Source: an optimization exercise on an open RTL-to-GDS flow (aim: small area, a short achievable clock period and few clock cycles). Production flows keep margins and buffers that such runs may drop.

## JK
==> module vs_layout, before the edit <==
module vs_layout (
    input  wire        clk,
    input  wire        rst,
    input  wire        start,
    input  wire [4:0]  fmt,
    input  wire [14:0] w,
    input  wire [14:0] h,
    output reg         done,
    output wire [3:0]  errcode,    
    output wire [1:0]  nplanes,
    output wire [31:0] total,
    output wire [14:0] p0_w, p1_w, p2_w,
    output wire [14:0] p0_h, p1_h, p2_h,
    output wire [16:0] p0_stride, p1_stride, p2_stride,
    output wire [31:0] p0_offset, p1_offset, p2_offset,
    output wire [31:0] p0_size, p1_size, p2_size,
    output wire [1:0]  p0_role, p1_role, p2_role
);
  wire i4     = (fmt <= 5'd8);
  wire i3     = (fmt >= 5'd10) && (fmt <= 5'd12);
  wire i2     = ((fmt >= 5'd14) && (fmt <= 5'd16)) || ((fmt >= 5'd20) && (fmt <= 5'd22));
  wire ii420  = (fmt == 5'd17) || (fmt == 5'd18);
  wire [16:0] in_w3   = {2'b00, w} + {1'b0, w, 1'b0} + 17'd3;
  wire [14:0] in_a0   = i4 ? w :
                        i3 ? in_w3[16:2] :
                        i2 ? ((w >> 1) + {14'd0, w[0]}) :
                             ((w >> 2) + {14'd0, |w[1:0]});
  wire        in_odd  = ii420 & h[0];
  wire [29:0] in_q0   = in_a0 * h + (in_odd ? {15'd0, in_a0} : 30'd0);
  reg [4:0]  f;
  reg [14:0] wr, hr;
  reg [29:0] q0;
  always @(posedge clk) begin
    done <= start & ~rst;
    f    <= fmt;
    wr   <= w;
    hr   <= h;
    q0   <= in_q0;
  end
  wire c4     = (f <= 5'd8);
  wire c3     = (f >= 5'd10) && (f <= 5'd12);
  wire c2     = ((f >= 5'd14) && (f <= 5'd16)) || ((f >= 5'd20) && (f <= 5'd22));
  wire y444   = (f == 5'd9);
  wire y42b   = (f == 5'd13);
  wire y41b   = (f == 5'd19);
  wire i420   = (f == 5'd17) || (f == 5'd18);
  wire planar = y444 | y42b | y41b | i420;
  wire [14:0] cd4_3w = ({2'b00, wr} + {1'b0, wr, 1'b0} + 17'd3) >> 2;    
  wire [14:0] cd2_w  = (wr >> 1) + {14'd0, wr[0]};              
  wire [14:0] cd4_w  = (wr >> 2) + {14'd0, |wr[1:0]};           
  wire [14:0] cd8_w  = (wr >> 3) + {14'd0, |wr[2:0]};           
  wire [14:0] cd16_w = (wr >> 4) + {14'd0, |wr[3:0]};           
  wire [14:0] a0 = c4 ? wr : c3 ? cd4_3w : c2 ? cd2_w : cd4_w;
  wire [13:0] a1 = y444 ? cd4_w[13:0] : (y42b | i420) ? cd8_w[13:0] : y41b ? cd16_w[13:0] : 14'd0;
  wire [1:0]  t   = y42b ? {1'b0, cd4_w[0]} :
                    i420 ? {1'b0, cd4_w[0]} :
                    y41b ? (2'd0 - cd4_w[1:0]) : 2'd0;
  wire        ec0 = i420 & t[0] & hr[0];
  wire [29:0] u   = q0 + (t[0] ? {15'd0, hr} : 30'd0) + (t[1] ? {14'd0, hr, 1'b0} : 30'd0) + {29'd0, ec0};
  wire [27:0] q1  = y444 ? q0[27:0] : y42b ? u[28:1] : (y41b | i420) ? u[29:2] : 28'd0;
  wire [29:0] q01 = q0 + {2'b00, q1};
  wire [29:0] qt  = q0 + {1'b0, q1, 1'b0};
  assign errcode = (f > 5'd23) ? 4'd1 : (wr == 15'd0 || hr == 15'd0) ? 4'd6 : 4'd0;
  assign nplanes = planar ? 2'd3 : 2'd1;
  assign total   = {qt, 2'b00};
  assign p0_w      = wr;
  assign p0_h      = hr;
  assign p0_stride = {a0, 2'b00};
  assign p0_offset = 32'd0;
  assign p0_size   = {q0, 2'b00};
  assign p0_role   = 2'd0;
  wire [14:0] pw = y444 ? wr : y41b ? cd4_w : cd2_w;
  wire [14:0] ph = i420 ? (hr >> 1) + {14'd0, hr[0]} : hr;
  assign p1_w      = planar ? pw : 15'd0;
  assign p1_h      = planar ? ph : 15'd0;
  assign p1_stride = {1'b0, a1, 2'b00};
  assign p1_offset = planar ? {q0, 2'b00} : 32'd0;
  assign p1_size   = {2'b00, q1, 2'b00};
  assign p1_role   = planar ? ((f == 5'd18) ? 2'd2 : 2'd1) : 2'd0;
  assign p2_w      = p1_w;
  assign p2_h      = p1_h;
  assign p2_stride = p1_stride;
  assign p2_offset = planar ? {q01, 2'b00} : 32'd0;
  assign p2_size   = p1_size;
  assign p2_role   = planar ? ((f == 5'd18) ? 2'd1 : 2'd2) : 2'd0;
endmodule
make LEC_CHECK=0 CAP_MARGIN=20 CORE_MARGIN=2 CORE_UTILIZATION=40 SLEW_MARGIN=20 finish   # period 14.0 ns
run.sh (not shown) runs the stock make flow with config.mk's settings and CLKGATE_MAP_FILE= SYNTH_SCRIPT=/design/flow/synth_recipe.tcl, a recipe that flattens the netlist after the stock synthesis.
Here is what was changed in the inputs of MS compared with JK.
==> flow/design.v <==
module vs_layout (
    input  wire        clk,
    input  wire        rst,
    input  wire        start,
    input  wire [4:0]  fmt,
    input  wire [14:0] w,
    input  wire [14:0] h,
    output reg         done,
    output wire [3:0]  errcode,    
    output wire [1:0]  nplanes,
    output wire [31:0] total,
    output wire [14:0] p0_w, p1_w, p2_w,
    output wire [14:0] p0_h, p1_h, p2_h,
    output wire [16:0] p0_stride, p1_stride, p2_stride,
    output wire [31:0] p0_offset, p1_offset, p2_offset,
    output wire [31:0] p0_size, p1_size, p2_size,
    output wire [1:0]  p0_role, p1_role, p2_role
);
  reg [4:0]  f;
  reg [14:0] wr, hr;
  always @(posedge clk) begin
    done <= start & ~rst;
    f    <= fmt;
    wr   <= w;
    hr   <= h;
  end
  wire c4     = (f <= 5'd8);                                    
  wire c3     = (f >= 5'd10) && (f <= 5'd12);                   
  wire c2     = ((f >= 5'd14) && (f <= 5'd16)) || ((f >= 5'd20) && (f <= 5'd22));
  wire y444   = (f == 5'd9);
  wire y42b   = (f == 5'd13);
  wire y41b   = (f == 5'd19);
  wire i420   = (f == 5'd17) || (f == 5'd18);
  wire planar = y444 | y42b | y41b | i420;
  wire [16:0] w3    = {2'b00, wr} + {1'b0, wr, 1'b0};
  wire [14:0] cd4_3w = (w3 + 17'd3) >> 2;                      
  wire [14:0] cd2_w  = (wr >> 1) + {14'd0, wr[0]};              
  wire [14:0] cd4_w  = (wr >> 2) + {14'd0, |wr[1:0]};           
  wire [14:0] cd8_w  = (wr >> 3) + {14'd0, |wr[2:0]};           
  wire [14:0] cd16_w = (wr >> 4) + {14'd0, |wr[3:0]};           
  wire [14:0] a0 = c4 ? wr : c3 ? cd4_3w : c2 ? cd2_w : cd4_w;
  wire [13:0] a1 = y444 ? cd4_w[13:0] : (y42b | i420) ? cd8_w[13:0] : y41b ? cd16_w[13:0] : 14'd0;
  wire        odd = i420 & hr[0];
  wire [14:0] hb1 = i420 ? {1'b0, hr[14:1]} : hr;
  wire [29:0] q0 = a0 * hr + (odd ? {15'd0, a0} : 30'd0);
  wire [27:0] q1 = a1 * hb1 + (odd ? {14'd0, a1} : 28'd0);
  wire [29:0] q01 = q0 + {2'b00, q1};
  wire [29:0] qt  = q0 + {1'b0, q1, 1'b0};
  assign errcode = (f > 5'd23) ? 4'd1 : (wr == 15'd0 || hr == 15'd0) ? 4'd6 : 4'd0;
  assign nplanes = planar ? 2'd3 : 2'd1;
  assign total   = {qt, 2'b00};
  assign p0_w      = wr;
  assign p0_h      = hr;
  assign p0_stride = {a0, 2'b00};
  assign p0_offset = 32'd0;
  assign p0_size   = {q0, 2'b00};
  assign p0_role   = 2'd0;
  wire [14:0] pw = y444 ? wr : y41b ? cd4_w : cd2_w;
  wire [14:0] ph = i420 ? hb1 + {14'd0, hr[0]} : hr;
  assign p1_w      = planar ? pw : 15'd0;
  assign p1_h      = planar ? ph : 15'd0;
  assign p1_stride = {1'b0, a1, 2'b00};
  assign p1_offset = planar ? {q0, 2'b00} : 32'd0;
  assign p1_size   = {2'b00, q1, 2'b00};
  assign p1_role   = planar ? ((f == 5'd18) ? 2'd2 : 2'd1) : 2'd0;
  assign p2_w      = p1_w;
  assign p2_h      = p1_h;
  assign p2_stride = p1_stride;
  assign p2_offset = planar ? {q01, 2'b00} : 32'd0;
  assign p2_size   = p1_size;
  assign p2_role   = planar ? ((f == 5'd18) ? 2'd1 : 2'd2) : 2'd0;
endmodule
==> summary.txt <==
- Between JK and MS, the flow reports total number of cells along the worst setup path increasing by more than 10%.
- Diff JK -> MS: number of cells on the worst hold path moved down, core utilization moved up.
- In the metrics for JK and MS, the one carrying the higher global-route usage is MS.
- For the complex-gate fraction of the synthesized area, MS came in 4.4 points lower than JK did.
No run of this note included a check of the RTL's function; only the layout flow was run.

-- separate check: timing with driven ports --
No port has a modelled driver above. Below, the same layouts with a new extraction and two added sets of constraints.
Step 1, drivers: a clkbuf_16 drives clk and a buf_2 each remaining input, both assumed.
Step 2, shift: input delay + t, output delay - t, t = (earliest + latest rising clock arrival at the registers) / 2. This alone moves slack from input paths to output paths.
Three values: ideal ports, drivers, drivers and shift; two values: the first two.
| run | shift t [ns] | setup WS [ns] | hold slack, ns | worst setup path at the end | latest minus earliest clock arrival (ns) |
|---|---|---|---|---|---|
| JK | 0.405 | 1.475 / 1.431 / 1.836 | 2.986 / 2.973 / 3.378 | register to output | 0.013 / 0.012 |
| MS | 0.362 | 0.438 / 0.390 / 0.752 | 2.918 / 2.898 / 3.260 | register to output | 0.007 / 0.008 |
After both steps every run listed still meets setup and hold.
